What follows belongs to an exercise in optimizing a design on an open flow for small area, a short achievable clock period and few clock cycles per item; a production flow would make more cautious choices.
In this exercise RTL edits were held to simulation tests only and were not proved equivalent to the original.

$ cat run.sh
#!/bin/bash
# synth_recipe.tcl (not shown) runs the flow's synth.tcl, then flattens the netlist and writes it again
# the make line also repeats each setting of config.mk as NAME=value (left out here)
make -C /OpenROAD-flow-scripts/flow DESIGN_CONFIG=/design/flow/config.mk WORK_HOME=/design/flow/orfs CLKGATE_MAP_FILE= SYNTH_SCRIPT=/design/flow/synth_recipe.tcl finish
$ cat config.mk
export PLATFORM = sky130hd
export DESIGN_NAME = vm_fpu
export DESIGN_NICKNAME = vm_fpu
export VERILOG_FILES = /design/flow/design.v
export SDC_FILE = /design/flow/constraint.sdc
export NUM_CORES = 4
export LEC_CHECK = 0
export ABC_AREA = 1
export CAP_MARGIN = 20
export CORE_MARGIN = 2
export CORE_UTILIZATION = 50
export SETUP_SLACK_MARGIN = 5
export SLEW_MARGIN = 20
$ cat constraint.sdc
create_clock -name core_clock -period 14.0 [get_ports {clk}]
set_input_delay 2.8000 -clock core_clock [delete_from_list [all_inputs] [get_ports {clk}]]
set_output_delay 2.8000 -clock core_clock [all_outputs]
set_load 0.01 [all_outputs]
$ cat design.v
module vm_fpu (
    input  wire        clk,
    input  wire        rst,
    input  wire        in_valid,
    output wire        in_ready,
    input  wire [7:0]  in_op,
    input  wire [63:0] in_a,
    input  wire [63:0] in_b,
    output reg         out_valid,
    output reg  [63:0] out_result
);
    localparam [1:0] K_ADD = 2'd0, K_MUL = 2'd1, K_DIV = 2'd2, K_SP = 2'd3;
    localparam [63:0] QNAN = 64'h7FF8000000000000;
    localparam integer DR  = 5;                     
    localparam integer DIT = (55 + DR - 1) / DR;    
    localparam integer NQ  = DR * DIT;              
    reg         va;
    reg  [1:0]  op1;             
    reg  [63:0] a1, b1;
    reg         a1h, b1h, a1fz, b1fz, a1em, b1em;    
    reg  [2:0]  b1cz;            
    always @(posedge clk) begin
        begin
            a1  <= in_a;
            b1  <= in_b;
            op1 <= in_op[3:2];
            a1h  <= (in_a[62:52] != 11'd0);
            b1h  <= (in_b[62:52] != 11'd0);
            a1fz <= (in_a[51:0] == 52'd0);
            b1fz <= (in_b[51:0] == 52'd0);
            a1em <= (&in_a[62:52]);
            b1cz <= {(in_b[32:22] == 11'd0), (in_b[21:11] == 11'd0), (in_b[10:0] == 11'd0)};
            b1em <= (&in_b[62:52]);
        end
        if (rst) va <= 1'b0;
        else     va <= in_valid & in_ready;
    end
    wire [10:0] ea1   = a1[62:52];
    wire [10:0] eb1   = b1[62:52];
    wire        a_fz  = a1fz;
    wire        b_fz  = b1fz;
    wire        a_ez  = !a1h;
    wire        b_ez  = !b1h;
    wire        a_em  = a1em;
    wire        b_em  = b1em;
    wire        a_nan = a_em & !a_fz;
    wire        b_nan = b_em & !b_fz;
    wire        a_inf = a_em & a_fz;
    wire        b_inf = b_em & b_fz;
    wire        a_zero = a_ez & a_fz;
    wire        b_zero = b_ez & b_fz;
    wire        sa1   = a1[63];
    wire        sb1   = b1[63] ^ (op1 == 2'd1);
    wire        ps1   = a1[63] ^ b1[63];
    wire [10:0] ea1e  = {ea1[10:1], ea1[0] | !a1h};
    wire [10:0] eb1e  = {eb1[10:1], eb1[0] | !b1h};
    wire [52:0] ma1   = {a1h, a1[51:0]};
    wire [52:0] mb1   = {b1h, b1[51:0]};
    reg special1, sp_nan1, sp_inf1, sp_sign1;
    always @(*) begin
        special1 = 1'b1;
        sp_nan1  = 1'b0;
        sp_inf1  = 1'b0;
        sp_sign1 = ps1;
        if (!op1[1]) begin
            sp_sign1 = a_inf ? sa1 : sb1;
            if (a_nan || b_nan || (a_inf && b_inf && sa1 != sb1)) sp_nan1 = 1'b1;
            else if (a_inf || b_inf)                              sp_inf1 = 1'b1;
            else                                                  special1 = 1'b0;
        end else if (!op1[0]) begin
            if (a_nan || b_nan || (a_inf && b_zero) || (a_zero && b_inf)) sp_nan1 = 1'b1;
            else if (a_inf || b_inf)                                      sp_inf1 = 1'b1;
            else if (!(a_zero || b_zero))                                 special1 = 1'b0;
        end else begin
            if (a_nan || b_nan || (a_inf && b_inf) || (a_zero && b_zero)) sp_nan1 = 1'b1;
            else if (a_inf || b_zero)                                     sp_inf1 = 1'b1;
            else if (!(a_zero || b_inf))                                  special1 = 1'b0;
        end
    end
    reg         md_busy, md_div, md_norm, md_sign;
    reg  [3:0]  md_cnt;
    reg  [52:0] ra, rb;
    reg  signed [12:0] me;
    reg  [57:0] S, C;
    reg  [NQ-1:0] Q, QM;
    reg  [10:0] lo_s, lo_c;      
    reg         mcin;
    wire md_type1 = op1[1] & !special1;
    wire a_to_md  = va & md_type1;
    wire a_to_b   = va & !md_type1;
    wire md_iter  = md_busy & !md_norm;
    wire md_last  = md_iter & (md_cnt == (md_div ? DIT - 1 : 4));
    assign in_ready = !(va & md_type1) & (!md_busy | md_last);
    wire        a_ge  = (a1[62:0] >= b1[62:0]);
    wire [10:0] dab   = ea1e - eb1e;
    wire [10:0] dba   = eb1e - ea1e;
    wire [10:0] ediff = a_ge ? dab : dba;
    wire [52:0] xm    = a_ge ? ma1 : mb1;
    wire [52:0] ym    = a_ge ? mb1 : ma1;
    wire        xs    = a_ge ? sa1 : sb1;
    wire        ys    = a_ge ? sb1 : sa1;
    wire [10:0] xe    = a_ge ? ea1e : eb1e;
    wire [5:0]  ash   = (ediff[10:6] != 5'd0) ? 6'd63 : ediff[5:0];
    wire [56:0] yw    = {ym, 4'd0};
    wire [56:0] ysh   = yw >> ash;
    wire        jam   = |(yw & ~({57{1'b1}} << ash));
    wire [56:0] yal   = {ysh[56:1], ysh[0] | jam};
    wire        md_idle  = !md_busy;
    wire        md_first = md_idle | md_norm;    
    wire        it_div   = md_idle ? op1[0] : md_div;
    wire [52:0] mopa     = ra;           
    wire [52:0] mopb     = md_idle ? mb1 : rb;
    wire [57:0] Cin      = md_first ? 58'd0 : C;
    wire [NQ-1:0] Qin    = md_first ? {NQ{1'b0}} : Q;
    wire [NQ-1:0] QMin   = md_first ? {NQ{1'b1}} : QM;
    function [129:0] csa65(input [64:0] x, input [64:0] y, input [64:0] z);
        reg [64:0] s, c;
        begin
            s = x ^ y ^ z;
            c = ((x & y) | (x & z) | (y & z));
            csa65 = {s, c[63:0], 1'b0};
        end
    endfunction
    wire [1:0]  mz    = !b1cz[0] ? 2'd0 : !b1cz[1] ? 2'd1 : !b1cz[2] ? 2'd2 : 2'd3;
    wire [54:0] rbx   = {2'd0, rb};
    wire [10:0] mbits = md_idle ? ((mz == 2'd0) ? mb1[10:0]  : (mz == 2'd1) ? mb1[21:11] :
                                   (mz == 2'd2) ? mb1[32:22] : mb1[43:33])
                                : ((md_cnt[2:0] == 3'd0) ? rbx[10:0]  : (md_cnt[2:0] == 3'd1) ? rbx[21:11] :
                                   (md_cnt[2:0] == 3'd2) ? rbx[32:22] : (md_cnt[2:0] == 3'd3) ? rbx[43:33] :
                                   rbx[54:44]);
    wire [65*11-1:0] ppv;
    genvar gk;
    generate
        for (gk = 0; gk < 11; gk = gk + 1) begin : g_pp
            assign ppv[65*gk +: 65] = mbits[gk] ? ({12'd0, mopa} << gk) : 65'd0;
        end
    endgenerate
    wire [64:0] ms0 = {12'd0, md_first ? 53'd0 : S[52:0]};
    wire [64:0] mc0 = {12'd0, md_first ? 53'd0 : C[52:0]};
    wire [129:0] ta = csa65(ppv[64:0], ppv[129:65], ppv[194:130]);
    wire [129:0] tb = csa65(ppv[259:195], ppv[324:260], ppv[389:325]);
    wire [129:0] tc = csa65(ppv[454:390], ppv[519:455], ppv[584:520]);
    wire [129:0] td = csa65(ppv[649:585], ppv[714:650], ms0);
    wire [129:0] te = csa65(ta[129:65], ta[64:0], tb[129:65]);
    wire [129:0] tf = csa65(tb[64:0], tc[129:65], tc[64:0]);
    wire [129:0] tg = csa65(td[129:65], td[64:0], mc0);
    wire [129:0] th = csa65(te[129:65], te[64:0], tf[129:65]);
    wire [129:0] ti = csa65(tf[64:0], tg[129:65], tg[64:0]);
    wire [129:0] tj = csa65(th[129:65], th[64:0], ti[129:65]);
    wire [129:0] tk = csa65(tj[129:65], tj[64:0], ti[64:0]);
    wire [64:0]  mS  = tk[129:65];
    wire [64:0]  mC  = tk[64:0];
    wire [11:0]  lowsum = {1'b0, lo_s} + {1'b0, lo_c} + {11'd0, mcin};
    wire [57:0] dd  = {3'd0, 1'b1, mopb[51:0], 2'd0};
    wire [4:0]  ddt = dd[56:52];
    wire [57:0] dSin = md_first ? {4'd0, 1'b1, mopa[51:0], 1'b0} : S;
    function [1:0] qsel(input [3:0] a, input [3:0] b);    
        reg [3:0] y;
        begin
            y    = a + b;
            qsel = {!y[3], y[3] & (y != 4'hF)};
        end
    endfunction
    function [1:0] qnext(input [4:0] s, input [4:0] c, input [4:0] dt);
        reg [3:0] ns, nc;
        begin
            ns    = s[4:1] ^ c[4:1] ^ dt[4:1];
            nc    = (s[3:0] & c[3:0]) | (s[3:0] & dt[3:0]) | (c[3:0] & dt[3:0]);
            qnext = qsel(ns, nc);
        end
    endfunction
    wire [58*(DR+1)-1:0] sxv, scv;    
    wire [DR:1] qpv, qnv;
    assign sxv[57:0] = dSin;
    assign scv[57:0] = Cin;
    assign {qpv[1], qnv[1]} = md_first ? 2'b10 : qsel(S[56:53], C[56:53]);
    genvar gj;
    generate
        for (gj = 1; gj <= DR; gj = gj + 1) begin : g_srt
            wire [57:0] ps = sxv[58*(gj-1) +: 58];
            wire [57:0] pc = scv[58*(gj-1) +: 58];
            wire [57:0] s2 = {ps[56:0], 1'b0};
            wire [57:0] c2 = {pc[56:0], 1'b0};
            wire [57:0] dm = qpv[gj] ? ~dd : (qnv[gj] ? dd : 58'd0);
            assign sxv[58*gj +: 58] = s2 ^ c2 ^ dm;
            assign scv[58*gj +: 58] = {((s2[56:0] & c2[56:0]) | (s2[56:0] & dm[56:0]) | (c2[56:0] & dm[56:0])), qpv[gj]};
            if (gj < DR) begin : g_next
                wire [1:0] cp = qnext(ps[55:51], pc[55:51], ~ddt);
                wire [1:0] cz = qnext(ps[55:51], pc[55:51], 5'd0);
                wire [1:0] cn = qnext(ps[55:51], pc[55:51], ddt);
                assign {qpv[gj+1], qnv[gj+1]} = qpv[gj] ? cp : (qnv[gj] ? cn : cz);
            end
        end
    endgenerate
    wire [57:0] dS = sxv[58*DR +: 58];
    wire [57:0] dC = scv[58*DR +: 58];
    wire [DR-1:0] dP, dN;
    function [2*NQ-1:0] otf(input [NQ-1:0] q, input [NQ-1:0] qm, input [DR-1:0] p, input [DR-1:0] n);
        reg [DR:0] v, vm;
        reg        gt, nn, ge;
        integer    k;
        begin
            v  = {1'b0, p} - {1'b0, n};
            vm = v - 1'b1;
            gt = 1'b0;
            nn = 1'b1;
            for (k = DR - 1; k >= 0; k = k - 1) begin
                gt = gt | (p[k] & nn);
                nn = nn & !n[k];
            end
            ge  = gt | nn;        
            otf = {(ge ? q[NQ-1-DR:0] : qm[NQ-1-DR:0]), v[DR-1:0],
                   (gt ? q[NQ-1-DR:0] : qm[NQ-1-DR:0]), vm[DR-1:0]};
        end
    endfunction
    generate
        for (gj = 1; gj <= DR; gj = gj + 1) begin : g_dig
            assign dP[DR-gj] = qpv[gj];
            assign dN[DR-gj] = qnv[gj];
        end
    endgenerate
    reg  [DR-1:0] pd_p, pd_n;
    wire [DR-1:0] pe_p = md_first ? {DR{1'b0}} : pd_p;
    wire [DR-1:0] pe_n = md_first ? {DR{1'b0}} : pd_n;
    wire [2*NQ-1:0] otf_md = otf(Qin, QMin, pe_p, pe_n);
    wire [NQ-1:0] dQ   = otf_md[2*NQ-1:NQ];
    wire [NQ-1:0] dQM  = otf_md[NQ-1:0];
    wire [57:0] it_S  = it_div ? dS  : {5'd0, mS[63:11]};
    wire [57:0] it_C  = it_div ? dC  : {5'd0, mC[63:11]};
    wire [NQ-1:0] it_Q  = it_div ? dQ : {(md_first ? 11'd0 : lowsum[10:0]), Qin[NQ-1:11]};
    wire [NQ-1:0] it_QM = dQM;
    wire        ra8 = (ra[52:45] == 8'd0);
    wire        rb8 = (rb[52:45] == 8'd0);
    wire [3:0]  nda = ra[52] ? 4'd0 : (ra8 ? 4'd8 : 4'd1);
    wire [3:0]  ndb = rb[52] ? 4'd0 : (rb8 ? 4'd8 : 4'd1);
    always @(posedge clk) begin
        S    <= it_S;
        C    <= it_C;
        Q    <= it_Q;
        QM   <= it_QM;
        pd_p <= dP;
        pd_n <= dN;
        lo_s <= mS[10:0];
        lo_c <= mC[10:0];
        mcin <= !md_first & lowsum[11];
    end
    wire md_idle_next = !a_to_md & (!md_busy | md_last);
    always @(posedge clk) begin
        if (md_idle_next)
            ra <= {(in_a[62:52] != 11'd0), in_a[51:0]};
        else if (md_busy & md_norm & !(ra[52] && rb[52]) & !ra[52])
            ra <= ra8 ? {ra[44:0], 8'd0} : {ra[51:0], 1'b0};
    end
    always @(posedge clk) begin
        if (rst) begin
            md_busy <= 1'b0;
            md_norm <= 1'b0;
        end else if (a_to_md) begin
            md_busy <= 1'b1;
            md_div  <= op1[0];
            md_sign <= ps1;
            me      <= op1[0] ? $signed({2'b0, ea1e}) - $signed({2'b0, eb1e}) + 13'sd1023
                              : $signed({2'b0, ea1e}) + $signed({2'b0, eb1e}) - 13'sd1023;
            md_cnt  <= !(a1h & b1h) ? 4'd0 : op1[0] ? 4'd1 : 4'd1 + {2'd0, mz};
            md_norm <= !(a1h & b1h);
            rb      <= mb1;
        end else if (md_busy) begin
            if (md_norm) begin
                if (ra[52] && rb[52]) begin
                    md_norm <= 1'b0;
                    md_cnt  <= 4'd1;
                end else begin
                    rb <= rb[52] ? rb : (rb8 ? {rb[44:0], 8'd0} : {rb[51:0], 1'b0});
                    me <= me - $signed({9'd0, nda})
                             + (md_div ? $signed({9'd0, ndb}) : -$signed({9'd0, ndb}));
                end
            end else begin
                md_cnt <= md_cnt + 4'd1;
                if (md_last) md_busy <= 1'b0;
            end
        end
    end
    reg         v2, inv2, cin2, s2, zs2, st2, spn2, spi2;
    reg  [1:0]  k2;
    reg  [61:0] cx2, cy2;
    reg  signed [12:0] e2;
    always @(posedge clk) begin
        if (rst) v2 <= 1'b0;
        else     v2 <= md_last | a_to_b;
        if (md_last) begin
            k2   <= md_div ? K_DIV : K_MUL;
            cx2  <= md_div ? {dS, 4'd0} : mS[61:0];
            cy2  <= md_div ? {dC, 4'd0} : mC[61:0];
            inv2 <= 1'b0;
            cin2 <= md_div ? 1'b0 : lowsum[11];
            e2   <= me;
            s2   <= md_sign;
            zs2  <= 1'b0;
            st2  <= (Q[NQ-1:NQ-33] != 33'd0) | (lowsum[10:0] != 11'd0);
            spn2 <= 1'b0;
            spi2 <= 1'b0;
        end else begin
            k2   <= special1 ? K_SP : K_ADD;
            cx2  <= {1'b0, xm, 8'd0};
            cy2  <= {1'b0, yal, 4'd0};
            inv2 <= xs ^ ys;
            cin2 <= xs ^ ys;
            e2   <= $signed({2'b0, xe});
            s2   <= special1 ? sp_sign1 : xs;
            zs2  <= xs & ys;
            st2  <= 1'b0;
            spn2 <= sp_nan1;
            spi2 <= sp_inf1;
        end
    end
    wire [62:0] wsum = {cx2, cin2} + {cy2 ^ {62{inv2}}, cin2};
    wire [57:0] W    = wsum[62:5];
    wire        wlow = (wsum[4:1] != 4'd0);    
    wire        zW   = (W == 58'd0);
    wire [57:0] dreg = {3'd0, rb, 2'd0};
    wire        negd = ((W ^ dreg) == {(W[56:0] | dreg[56:0]), 1'b0});
    wire [2*NQ-1:0] otf_l2 = otf(Q, QM, pd_p, pd_n);
    wire [NQ-1:0] Qsel = W[57] ? otf_l2[NQ-1:0] : otf_l2[2*NQ-1:NQ];
    wire        qlow = (NQ > 55) ? (Qsel[NQ-56:0] != 0) : 1'b0;
    wire        isdiv2 = (k2 == K_DIV);
    wire [57:0] V2   = isdiv2 ? {1'b0, Qsel[NQ-1:NQ-55], 2'b00} : W;
    wire        e2pos = !e2[12] && (e2 != 13'sd0);
    wire        e2ge2 = !e2[12] && (e2[11:1] != 11'd0);
    wire [12:0] sidx  = 13'd57 - e2;                            
    wire        sok   = e2pos && (e2 <= 13'sd57);
    wire [56:0] sent  = sok ? (57'd1 << sidx[5:0]) : 57'd0;
    wire [5:0]  lzw;
    vm_fpu_lzc64 u_lzc (.v({W[56:0] | sent, 7'h7F}), .cnt(lzw));
    wire [5:0]  lz    = isdiv2 ? {5'd0, !Qsel[NQ-1] & e2ge2} : lzw;
    wire [12:0] ome   = 13'd1 - e2;
    wire [5:0]  rsat  = (e2 < -13'sd62) ? 6'd63 : ome[5:0];
    reg         dirl;
    reg  [5:0]  amt;
    always @(*) begin
        if (V2[57]) begin
            dirl = 1'b0;
            amt  = e2[12] ? rsat : 6'd1;
        end else if (e2pos) begin
            dirl = 1'b1;
            amt  = lz;
        end else begin
            dirl = 1'b0;
            amt  = rsat;
        end
    end
    reg         v3, dirl3, s3, st3, sp3, spn3, spi3;
    reg  [57:0] V3;
    reg  [5:0]  amt3;
    reg  signed [12:0] e3;
    always @(posedge clk) begin
        if (rst) v3 <= 1'b0;
        else     v3 <= v2;
        V3    <= V2;
        dirl3 <= dirl;
        amt3  <= amt;
        e3    <= e2;
        s3    <= (k2 == K_ADD && zW) ? zs2 : s2;
        st3   <= isdiv2 ? (!(zW | negd) | qlow) : (st2 | wlow);
        sp3   <= (k2 == K_SP);
        spn3  <= spn2;
        spi3  <= spi2;
    end
    function [57:0] rev58(input [57:0] x);
        integer i;
        begin
            for (i = 0; i < 58; i = i + 1) rev58[i] = x[57 - i];
        end
    endfunction
    wire [57:0] T3   = dirl3 ? rev58(V3) : V3;
    wire [57:0] U3   = T3 >> amt3;
    wire        lost = |(T3 & ~({58{1'b1}} << amt3));
    wire [57:0] N3   = dirl3 ? rev58(U3) : U3;
    wire [12:0] ef3  = dirl3 ? e3 - $signed({7'd0, amt3}) : e3 + $signed({7'd0, amt3});
    wire        v4   = v3;
    wire [52:0] m4   = N3[56:4];
    wire        g4   = N3[3];
    wire        st4  = (N3[2:0] != 3'd0) | st3 | (!dirl3 & lost);
    wire [10:0] ef4  = ef3[10:0];
    wire        ovf4 = !ef3[12] && (ef3 > 13'sd2046);
    wire        s4   = s3;
    wire        sp4  = sp3;
    wire        spn4 = spn3;
    wire        spi4 = spi3;
    wire [10:0] expf = m4[52] ? ef4 : 11'd0;
    wire        rnd  = g4 & (st4 | m4[0]);
    wire [62:0] mag  = {expf, m4[51:0]} + {62'd0, rnd};
    wire [63:0] res  = sp4 ? (spn4 ? QNAN : {s4, spi4 ? 11'h7FF : 11'h000, 52'd0}) :
                       (m4[52] & ovf4) ? {s4, 11'h7FF, 52'd0} : {s4, mag};
    always @(posedge clk) begin
        if (rst) out_valid <= 1'b0;
        else     out_valid <= v4;
        out_result <= res;
    end
endmodule
module vm_fpu_lzc64 (
    input  wire [63:0] v,
    output wire [5:0]  cnt
);
    wire [31:0] z1;
    wire [31:0] c1;
    wire [15:0] z2;
    wire [31:0] c2;
    wire [7:0]  z3;
    wire [23:0] c3;
    wire [3:0]  z4;
    wire [15:0] c4;
    wire [1:0]  z5;
    wire [9:0]  c5;
    genvar i;
    generate
        for (i = 0; i < 32; i = i + 1) begin : g1
            assign z1[i] = ~(v[2*i+1] | v[2*i]);
            assign c1[i] = ~v[2*i+1];
        end
        for (i = 0; i < 16; i = i + 1) begin : g2
            assign z2[i] = z1[2*i+1] & z1[2*i];
            assign c2[2*i+1:2*i] = z1[2*i+1] ? {1'b1, c1[2*i]} : {1'b0, c1[2*i+1]};
        end
        for (i = 0; i < 8; i = i + 1) begin : g3
            assign z3[i] = z2[2*i+1] & z2[2*i];
            assign c3[3*i+2:3*i] = z2[2*i+1] ? {1'b1, c2[4*i+1:4*i]} : {1'b0, c2[4*i+3:4*i+2]};
        end
        for (i = 0; i < 4; i = i + 1) begin : g4
            assign z4[i] = z3[2*i+1] & z3[2*i];
            assign c4[4*i+3:4*i] = z3[2*i+1] ? {1'b1, c3[6*i+2:6*i]} : {1'b0, c3[6*i+5:6*i+3]};
        end
        for (i = 0; i < 2; i = i + 1) begin : g5
            assign z5[i] = z4[2*i+1] & z4[2*i];
            assign c5[5*i+4:5*i] = z4[2*i+1] ? {1'b1, c4[8*i+3:8*i]} : {1'b0, c4[8*i+7:8*i+4]};
        end
    endgenerate
    assign cnt = z5[1] ? {1'b1, c5[4:0]} : {1'b0, c5[9:5]};
endmodule
==> results of run 1 <==
==> flip-flops by register name, summed over array words and instances (netlist names), 6 cells and up <==
name,flops
a1,64
b1,64
out_result,64
cx2,62
cy2,60
V3,58
C,57
S,57
Q,55
ra,53
rb,53
QM,50
e2,13
e3,13
me,13
lo_s,11
lo_c,9
amt3,6
==> final cells by class <==
class / instances / share of cell area
clock inverter: 57 / 0.008138
clock buffer: 124 / 0.02879
tap: 2218 / 0.02978
antenna: 17 / 0.0004566
inverter: 1910 / 0.07798
sequential: 811 / 0.1879
multi-input combinational: 9049 / 0.6341
timing repair inverter: 3 / 0.0004163
timing repair buffer: 322 / 0.03251
==> kinds of logic after synthesis <==
kind of cell / count (synthesis) / synth area share
flip-flops: 811 / 0.2040
AO/OA/AOI/OAI: 2026 / 0.1340
AND/OR/NAND/NOR: 5542 / 0.2673
multiplexers: 10 / 0.001197
adder cells (fa/ha/maj): 1267 / 0.2601
buffers and inverters: 2466 / 0.1129
XOR/XNOR: 201 / 0.02054
==> cell usage after synthesis (11+ instances only) <==
library cell and number:
nor3_1 62, o21a_1 66, fa_1 858, or2_1 18, nand3_1 784, o211ai_1 94, nor2_1 1068, xnor2_1 58
buf_6 32, a31oi_1 35, inv_1 1868, nor2_2 14, nor2_4 11, nand4_1 110, nor4_1 55, buf_2 58
nand2_1 3295, a21boi_0 13, a22oi_1 78, dfxtp_1 686, edfxtp_1 125, o21bai_1 28, nand3b_1 27, inv_2 25
clkinv_1 14, o31ai_1 14, o21ai_1 211, a21o_1 20, o21ai_2 46, a21oi_1 323, buf_4 20, o221ai_1 25
nand2_2 15, or2_2 28, ha_1 409, o21ai_0 942, o22ai_1 98, xor2_1 143, clkbuf_1 329, and2_1 15
buf_1 112
==> per-layer routing <==
layer	routed length, µm	global-route usage	vias up
li1	-	-	38790
met1	140000	0.5248	41680
met2	173900	0.6932	5681
met3	44330	0.1134	1482
met4	44530	0.3896	8
met5	148	0.004446	-
==> path summary, 6_finish.rpt <==
path,cells after the start,slack [ns],end
max,40,5.28,cx2[17]$_DFF_P_
min,0,0.34,spi3$_DFF_P_
max reg2reg,40,5.28,cx2[17]$_DFF_P_
min reg2reg,0,0.34,spi3$_DFF_P_
==> through the flow <==
stage          setup WS (ns)  cells  hold WS, ns
4_1_cts                5.039  14480       0.3434
6_report               5.275  14510       0.3408
3_3_place_gp           2.822  14280       0.3162
2_1_floorplan          6.096  12320       0.3096
5_1_grt                4.960  14500       0.3535
3_5_place_dp           2.638  14280       0.3288
==> what timing repair did <==
item | CTS | global route
resized for setup | 31 | 52
endpoints found under the hold margin | 0 | 0
pin swaps | 6 | 7
gates cloned | 3 | 5
setup endpoints to repair | 229 | 202
setup buffers | 23 | 6
==> results.yml, run 1 <==
logic_synthesis:
  yosysTopAreaCell: "fa_1"
  synth_top_area_frac: 0.2004
  synth_ff_type: "dfxtp_1"
  ys_ff_latch: 811
  ys_types: 74
  synthesis.nets: 13730
  synth_area_leaders: "fa_1 20%, dfxtp_1 16%, nand2_1 14%, inv_1 8.2%, ha_1 6.0%"
  synthCells: 12320
  synth_edf_count: 125
  async_reset_ff_frac: 0
  synthesis.area_um2: 85730
  yosysSeqAreaShare: 0.2040
  syn_avg_cell_area_um2: 6.957
  ys_warn_count: 1
clocking:
  clk_pin_slew_worst_paths_ns: 0.07
  numCtsBuffers: 96
  clk_path_buf_depth: 3
  htreeDepth: 3
  insertion_delay_ns: 0.82
  root_buffer: "clkbuf_16"
  hold_buffers: 0
  cts_num_sinks: 811
  cts_tree: "built"
floorplan:
  die_h_um: 418.1
  ios: 205
  initial_core_util: 0.5047
  coreArea_um2: 169800
  die_area_um2: 174800
  fp-row-count: 151
  die_w_um: 418.1
detailed_routing:
  post_drt_wl_per_cell_um: 27.77
  drt_wl_total_mm: 402.9
  drc_errors: 0
  drtPass1Iterations: 9
  ant_nets: 0
  drt-initial-drc-count: 11100
  avgViaCountPerCell: 6.039
  vias: 87640
cells_and_area:
  utilization: 0.5486
  finish.net_count: 13600
  multiInputGateArea_um2: 59080
  drive_gt1_frac: 0.04440
  final_common_cell: "nand2_1"
  num-fill-cells: 16620
  final_area_um2: 93170
  areaGrowthSynthToFinish_pct: 8.687
  regArea_um2: 17500
  mostFrequentLayoutCells: "3285 x nand2_1, 1861 x inv_1, 1061 x nor2_1"
flow_run:
  maxCapViolCount: 0
worst_hold_path:
  min_from: "spi2$_SDFF_PP0_"
  min-delay-path-class: "flop to flop"
timing:
  slew_headroom: 0.1553
  slew_viol_final: 0
  finalHoldViolations: 0
  max_freq_mhz: 114.6
  setup_tns_ns: 0
  tightest_slew_ns: 1.267
  fin_crit_sh: 0.6232
  setup_violations: 0
  finClkSkew_ns: 0.06770
  min_period_ns: 8.725
  rsz0062_at_grt: "yes"
run_status:
  outcome: "no timing/DRC/antenna violations"
grt:
  grt_pass1_wl_mm: 571.9
  grt_pass1_vias: 84430
  grt_max_degree: 112
  antenna_found_initial: 24
  grt-ovfl-total: 0
  grtUsageTotal: 0.4508
worst_setup_path:
  worstPathArrival_ns: 9.41
  reg2reg_from: "md_norm$_SDFFE_PP0N_"
  worstSetupEndpointType: "flop"
  crit_family: "adder cells"
  crit_path_top_delay_cell: "fa_1"
  critPathKind: "flop to flop"
  cp-start-kind: "flop"
  max_stage_delay_ns: 0.59
  crit_start: "md_norm$_SDFFE_PP0N_"
  cp_max_fo: 28
  cp.required_ns: 14.69
  path_buf_inv: 11
placement:
  gp_congestion: 1.091
  placed_area_um2: 88960
  io_buffer_count: 198
  dp_hpwl_mm: 317.4
Testbench counts, summed over its fixed seeds: cycles 17,392, ops 4,800.
==> run 2: changes to the inputs <==
--- a/config.mk
+++ b/config.mk
@@ -9,5 +9,6 @@
 export CAP_MARGIN = 20
 export CORE_MARGIN = 2
-export CORE_UTILIZATION = 50
+export CORE_UTILIZATION = 40
+export CTS_BUF_LIST = sky130_fd_sc_hd__clkbuf_4 sky130_fd_sc_hd__clkbuf_8
 export SETUP_SLACK_MARGIN = 5
 export SLEW_MARGIN = 20
==> run 2 against run 1 <==
- setup slack better by 0.099 ns
- synthesized cell count stayed put
- critical endpoint is now cy2[30]$_DFF_P_
- still clean
- first-iteration DRC count is 16% lower
==> results.yml, run 2 <==
run_status:
  outcome: "no timing/DRC/antenna violations"
logic_synthesis:
  synth_area_leaders: "fa_1 20%, dfxtp_1 16%, nand2_1 14%, inv_1 8.2%, ha_1 6.0%"
  synthesis.area_um2: 85730
  syn_avg_cell_area_um2: 6.957
  ys_warn_count: 1
  synthesis.nets: 13730
  synth_top_area_frac: 0.2004
  synthCells: 12320
  yosysTopAreaCell: "fa_1"
  ys_ff_latch: 811
  async_reset_ff_frac: 0
  yosysMostFrequentCell: "nand2_1"
  synth_common_cells: "3295 x nand2_1, 1868 x inv_1, 1068 x nor2_1, 942 x o21ai_0, 858 x fa_1"
  synth_edf_count: 125
  yosysSeqAreaShare: 0.2040
  ys_types: 74
  synth_ff_type: "dfxtp_1"
timing:
  finalHoldViolations: 0
  finClkSkew_ns: 0.07976
  slew_viol_final: 0
  min_period_ns: 8.626
  rsz0062_at_grt: "yes"
  tightest_slew_ns: 1.229
  setup_tns_ns: 0
  setup_violations: 0
  slew_headroom: 0.1776
  fin_crit_sh: 0.6161
  max_freq_mhz: 115.9
cells_and_area:
  areaGrowthSynthToFinish_pct: 10.19
  mostFrequentLayoutCells: "3285 x nand2_1, 1860 x inv_1, 1061 x nor2_1"
  drive_gt1_frac: 0.05581
  top_regs: "a1: 64 flops, b1: 64 flops, out_result: 64 flops"
  final_common_cell: "nand2_1"
  finish.net_count: 13690
  num-fill-cells: 22250
  regArea_um2: 17500
  utilization: 0.4445
  multiInputGateArea_um2: 59090
  fin_cells: 15260
worst_setup_path:
  cp-start-kind: "flop"
  max_stage_delay_ns: 0.61
  rr_worst_depth: 38
  worstReg2RegEnd: "cy2[30]$_DFF_P_"
  critPathKind: "flop to flop"
  crit_path_top_delay_cell: "fa_1"
  worstPathArrival_ns: 9.47
  worstSetupEndpointType: "flop"
  cpMostUsedCell: "fa_1"
  reg2reg_from: "md_norm$_SDFFE_PP0N_"
  rrSetupSlack_ns: 5.37
  cp.required_ns: 14.85
  cp_max_fo: 46
placement:
  gp_congestion: 1.077
  dp_hpwl_mm: 346.4
  dp_cells: 14900
  io_buffer_count: 198
detailed_routing:
  avgViaCountPerCell: 5.656
  drt_wl_total_mm: 428.2
  post_drt_wl_per_cell_um: 28.07
  drt-initial-drc-count: 9373
  ant_nets: 0
  drtPass1Iterations: 8
  vias: 86280
  drc_errors: 0
clocking:
  numCtsBuffers: 159
  insertion_delay_ns: 1.01
  hold_buffers: 0
  htreeDepth: 4
  cts_num_sinks: 811
  clk_path_buf_depth: 3
  clk_pin_slew_worst_paths_ns: 0.07
  root_buffer: "clkbuf_8"
  cts_tree: "built"
flow_run:
  maxCapViolCount: 0
worst_hold_path:
  worstHoldPathCells: 0
  worst_hold_path.endpoint: "spn3$_DFF_P_"
  min-delay-path-class: "flop to flop"
  min_from: "spn2$_SDFF_PP0_"
grt:
  antenna_found_initial: 31
  grt_pass1_wl_mm: 604.3
  grt_pass1_vias: 84550
  grtUsageTotal: 0.3850
  grt_max_degree: 117
  grt-ovfl-total: 0
floorplan:
  coreArea_um2: 212500
  ios: 205
  die_area_um2: 218000
  die_w_um: 466.9
  initial_core_util: 0.4034
  fp-row-count: 169
  die_h_um: 466.9
-- run 2: worst max-delay path: cells and delay by family (launching register included) --
family / cells / cell delay [ns]
flip-flops: 1 / 0.41
buffers and inverters: 9 / 1.07
AO/OA/AOI/OAI: 8 / 1.36
adder cells (fa/ha/maj): 9 / 3.95
AND/OR/NAND/NOR: 12 / 1.54
-- run 2: logic make-up (layout without fill, tap and decap cells) --
family	after synthesis	after routing	synth area share
and+or+nand+nor	5542	5547	0.2673
buffers and inverters	2466	2556	0.1129
AOI/OAI and AO/OA	2026	2026	0.1340
adders and majority gates	1267	1267	0.2601
DFF	811	811	0.2040
xor gates and xnor gates	201	201	0.02054
muxes	10	10	0.001197
other	0	16	0
-- run 2: stage by stage --
stage          area [µm²]  setup WS [ns]  hold slack, ns
5_1_grt             94440          4.968          0.3329
6_report            94460          5.374          0.3287
2_1_floorplan       85730          6.096          0.3096
4_1_cts             94090          5.000          0.3294
3_3_place_gp        89910          2.786          0.3171
3_5_place_dp        89920          2.670          0.3135
-- run 2: final cells by class --
class / instances / area share
well taps: 2821 / 0.03737
inverters: 1910 / 0.07673
clock inverters: 69 / 0.009497
repair buffers: 347 / 0.03448
diodes: 16 / 0.0004239
repair inverters: 2 / 0.0001854
multi-input cells: 9051 / 0.6255
flip-flops and latches: 811 / 0.1853
clock buffers: 228 / 0.03050
-- run 2: worst max path at each step --
stage	slack, ns	from	endpoint
6_report	5.37	md_norm$_SDFFE_PP0N_	cy2[30]$_DFF_P_
5_1_grt	4.97	S[55]$_SDFF_PP0_	cx2[35]$_DFF_P_
4_1_cts	5.00	md_norm$_SDFFE_PP0N_	cx2[10]$_DFF_P_
3_5_place_dp	2.67	md_busy$_SDFF_PP0_	cy2[34]$_DFF_P_
3_3_place_gp	2.79	md_busy$_SDFF_PP0_	cy2[34]$_DFF_P_
2_1_floorplan	6.10	md_busy$_SDFF_PP0_	cx2[46]$_DFF_P_
-- run 2: layer usage --
layer / GRT usage / wire length (µm) / vias up
met2: 0.6128 / 192300 / 4428
met1: 0.4697 / 163400 / 41810
met5: 0 / 86 / -
met3: 0.07446 / 36390 / 1012
met4: 0.2657 / 36050 / 14
li1: - / - / 39020
-- run 2: repair_timing --
item                                    4_1_cts  5_1_grt
setup buffers                                19       13
resized for setup                            33       43
endpoints found under the setup margin      228      211
gates cloned                                  4        3
pin swaps                                     5        5
==> run 3: changes to the inputs <==
--- a/design.v
+++ b/design.v
@@ -20,16 +20,23 @@
     reg         a1h, b1h, a1fz, b1fz, a1em, b1em;    
     reg  [2:0]  b1cz;            
+    wire [2:0]  iacz  = {(in_a[32:22] == 11'd0), (in_a[21:11] == 11'd0), (in_a[10:0] == 11'd0)};
+    wire [2:0]  ibcz  = {(in_b[32:22] == 11'd0), (in_b[21:11] == 11'd0), (in_b[10:0] == 11'd0)};
+    wire [1:0]  iza   = !iacz[0] ? 2'd0 : !iacz[1] ? 2'd1 : !iacz[2] ? 2'd2 : 2'd3;
+    wire [1:0]  izb   = !ibcz[0] ? 2'd0 : !ibcz[1] ? 2'd1 : !ibcz[2] ? 2'd2 : 2'd3;
+    wire        iswap = (in_op[3:2] == 2'd2) && (iza > izb);
+    wire [63:0] ia    = iswap ? in_b : in_a;
+    wire [63:0] ib    = iswap ? in_a : in_b;
     always @(posedge clk) begin
         begin
-            a1  <= in_a;
-            b1  <= in_b;
+            a1  <= ia;
+            b1  <= ib;
             op1 <= in_op[3:2];
-            a1h  <= (in_a[62:52] != 11'd0);
-            b1h  <= (in_b[62:52] != 11'd0);
-            a1fz <= (in_a[51:0] == 52'd0);
-            b1fz <= (in_b[51:0] == 52'd0);
-            a1em <= (&in_a[62:52]);
-            b1cz <= {(in_b[32:22] == 11'd0), (in_b[21:11] == 11'd0), (in_b[10:0] == 11'd0)};
-            b1em <= (&in_b[62:52]);
+            a1h  <= (ia[62:52] != 11'd0);
+            b1h  <= (ib[62:52] != 11'd0);
+            a1fz <= (ia[51:0] == 52'd0);
+            b1fz <= (ib[51:0] == 52'd0);
+            a1em <= (&ia[62:52]);
+            b1cz <= iswap ? iacz : ibcz;
+            b1em <= (&ib[62:52]);
         end
         if (rst) va <= 1'b0;
@@ -248,5 +255,5 @@
     always @(posedge clk) begin
         if (md_idle_next)
-            ra <= {(in_a[62:52] != 11'd0), in_a[51:0]};
+            ra <= {(ia[62:52] != 11'd0), ia[51:0]};
         else if (md_busy & md_norm & !(ra[52] && rb[52]) & !ra[52])
             ra <= ra8 ? {ra[44:0], 8'd0} : {ra[51:0], 1'b0};
--- a/config.mk
+++ b/config.mk
@@ -10,5 +10,4 @@
 export CORE_MARGIN = 2
 export CORE_UTILIZATION = 40
-export CTS_BUF_LIST = sky130_fd_sc_hd__clkbuf_4 sky130_fd_sc_hd__clkbuf_8
 export SETUP_SLACK_MARGIN = 5
 export SLEW_MARGIN = 20
==> run 3 against run 2 <==
- still clean on timing, DRC and antenna
- critical path depth stayed put
- worst hold slack improved by 0.0017 ns
- largest cell class unchanged
- highest routed layer unchanged
- maximum frequency fell by 0.78%
- register-to-register slack worse by 0.07 ns
- critical endpoint is now cy2[27]$_DFF_P_
- cell count up 2.3%
- clock skew down 0.0038 ns
- non-clock buffer count is 53 higher
==> results.yml, run 3 <==
cells_and_area:
  areaGrowthSynthToFinish_pct: 10.39
  regArea_um2: 17500
  drive_gt1_frac: 0.04888
  final_common_cell: "nand2_1"
  multiInputGateArea_um2: 60290
  num-fill-cells: 22830
  mostFrequentLayoutCells: "3395 x nand2_1, 1998 x inv_1, 1031 x o21ai_0"
  final_area_um2: 96420
  top_regs: "a1: 64 flops, b1: 64 flops, out_result: 64 flops"
  finish.net_count: 14050
logic_synthesis:
  synth_common_cells: "3401 x nand2_1, 2006 x inv_1, 1063 x o21ai_0, 1014 x nor2_1, 858 x fa_1"
  synth_edf_count: 125
  yosysMostFrequentCell: "nand2_1"
  async_reset_ff_frac: 0
  ys_types: 72
  synth_area_leaders: "fa_1 20%, dfxtp_1 16%, nand2_1 15%, inv_1 8.6%, o21ai_0 6.1%"
  ys_ff_latch: 811
  yosysTopAreaCell: "fa_1"
  synth_ff_type: "dfxtp_1"
  synth_top_area_frac: 0.1967
  syn_avg_cell_area_um2: 6.888
  ys_warn_count: 1
  synthesis.area_um2: 87340
  synthCells: 12680
  synthesis.nets: 14090
  yosysSeqAreaShare: 0.2002
detailed_routing:
  post_drt_wl_per_cell_um: 27.14
  drt_wl_total_mm: 423.6
  drtPass1Iterations: 7
  drt-initial-drc-count: 11100
  avgViaCountPerCell: 5.633
  vias: 87920
  drc_errors: 0
  ant_nets: 0
placement:
  io_buffer_count: 198
  dp_hpwl_mm: 343.2
  placed_area_um2: 92100
  gp_congestion: 1.095
worst_hold_path:
  min_from: "spn2$_SDFF_PP0_"
  worst_hold_path.endpoint: "spn3$_DFF_P_"
  min-delay-path-class: "flop to flop"
  worstHoldPathCells: 0
timing:
  slew_viol_final: 0
  slew_headroom: 0.1218
  finClkSkew_ns: 0.07596
  max_freq_mhz: 115.0
  finalHoldViolations: 0
  setup_violations: 0
  hold_ws_ns: 0.3304
  rsz0062_at_grt: "yes"
  min_period_ns: 8.693
  tightest_slew_ns: 1.304
  fin_crit_sh: 0.6210
  setup_tns_ns: 0
flow_run:
  maxCapViolCount: 0
floorplan:
  fp-row-count: 171
  die_h_um: 471.3
  die_area_um2: 222100
  ios: 205
  die_w_um: 471.3
  initial_core_util: 0.4022
  coreArea_um2: 217200
clocking:
  clk_pin_slew_worst_paths_ns: 0.06
  cts_tree: "built"
  clk_path_buf_depth: 3
  numCtsBuffers: 100
  hold_buffers: 0
  cts_num_sinks: 811
  root_buffer: "clkbuf_16"
  insertion_delay_ns: 0.84
  htreeDepth: 3
worst_setup_path:
  cpMostUsedCell: "fa_1"
  rrSetupSlack_ns: 5.31
  cp_max_fo: 22
  critPathKind: "flop to flop"
  path_buf_inv: 10
  crit_family: "adder cells"
  reg2reg_from: "md_norm$_SDFFE_PP0N_"
  crit_start: "md_norm$_SDFFE_PP0N_"
  max_stage_delay_ns: 0.63
  crit_path_top_delay_cell: "fa_1"
  worstReg2RegEnd: "cy2[27]$_DFF_P_"
  rr_worst_depth: 38
  cp-start-kind: "flop"
  worstPathArrival_ns: 9.37
  worstSetupEndpointType: "flop"
  cp.required_ns: 14.67
grt:
  grt-ovfl-total: 0
  antenna_found_initial: 47
  grtUsageTotal: 0.3733
  grt_max_degree: 112
  grt_pass1_wl_mm: 597.9
  grt_pass1_vias: 82850
run_status:
  outcome: "no timing/DRC/antenna violations"
## run 3: cell count changes after synthesis, moves of 17 or more
| cell | previous run | this run |
|---|---|---|
| nand3_1 | 784 | 763 |
| nand4_1 | 110 | 127 |
| o21ai_2 | 46 | 12 |
| o21a_1 | 66 | 84 |
| clkbuf_1 | 329 | 366 |
| a31oi_1 | 35 | 16 |
| o21ai_1 | 211 | 231 |
| inv_1 | 1868 | 2006 |
| buf_1 | 112 | 62 |
| nand2_1 | 3295 | 3401 |
| o21ai_0 | 942 | 1063 |
| nor2_1 | 1068 | 1014 |
| mux2i_1 | 8 | 30 |
## run 3: cells by family (layout without fill, tap and decap cells)
family	count (synthesis)	in the layout	share of synthesized area
mux	32	32	0.003696
compound gates	2154	2154	0.1380
flops	811	811	0.2002
other cells	0	30	0
buf+inv	2605	2646	0.1158
fa+ha+maj	1269	1269	0.2555
xor+xnor	211	211	0.02142
simple gates	5599	5601	0.2654
## run 3: how the worst max path moves through the flow
stage               slack [ns]  cells past startpoint              end
floorplan                 5.76                     36  cx2[58]$_DFF_P_
global placement          3.10                     35  cx2[14]$_DFF_P_
detailed placement        3.01                     34  cy2[28]$_DFF_P_
CTS                       4.99                     41  cx2[18]$_DFF_P_
global route              4.97                     41  cy2[28]$_DFF_P_
finish                    5.31                     38  cy2[27]$_DFF_P_
## run 3: cell type report
type,count,share of cell area
Timing Repair Buffer,400,0.03838
Tap cell,2854,0.03704
Clock buffer,126,0.02902
Sequential cell,811,0.1815
Clock inverter,58,0.006826
Antenna cell,30,0.0007786
Inverter,2058,0.08081
Timing Repair inverter,4,0.0003633
Multi-Input combinational cell,9267,0.6253
## run 3: stage by stage
stage          utilization  worst slack, ns  std cells
3_5_place_dp        0.4241            3.007      15360
2_1_floorplan            -            5.761      12680
5_1_grt             0.4438            4.975      15590
4_1_cts             0.4416            4.994      15560
6_report            0.4440            5.307      15610
3_3_place_gp        0.4240            3.096      15360
## run 3: what timing repair did
action                     4_1_cts  5_1_grt
setup endpoints to repair      229      203
gates resized for setup         45       59
cloned                           6        3
pin swaps                        8       15
buffers inserted                 9       17
## run 3: layer usage
layer	wire length, µm	track usage
met5	331	0.005408
met4	36170	0.2639
met2	176200	0.5485
met3	44300	0.08962
met1	166600	0.4799
## run 3: worst reg2reg max path, delay by kind of cell, from the launching register on
kind                     cells  cell delay, ns
flip-flops                   1            0.34
AND/OR/NAND/NOR             11            1.55
buffers and inverters       10            1.13
adder cells (fa/ha/maj)      9            4.14
AO/OA/AOI/OAI                8            1.47
Testbench counts of run 3, summed over its fixed seeds: cycles 16,928, ops 4,800.

-- re-timing with driven ports --
The flow's constraints put no driver on any port. The routed layouts listed below were extracted and timed again, unchanged, in two steps.
Step 1 sets driving cells, clkbuf_16 on the clock port and buf_2 on the other inputs (assumed; they add their load-dependent delay and slew).
Step 2 also shifts input and output timing later by t, the mid clock arrival at the registers, as if the neighbouring blocks saw the same clock.
a / b / c = ideal / step 1 / step 2; a / b = the first two.
run | shift t [ns] | setup slack, ns | worst setup path at the end
run 1 | 0.876 | 5.275 / 5.275 / 5.275 | register to register
run 2 | 1.050 | 5.374 / 5.374 / 5.374 | register to register
run 3 | 0.893 | 5.307 / 5.307 / 5.307 | register to register
After both steps setup and hold are still met in every run listed.
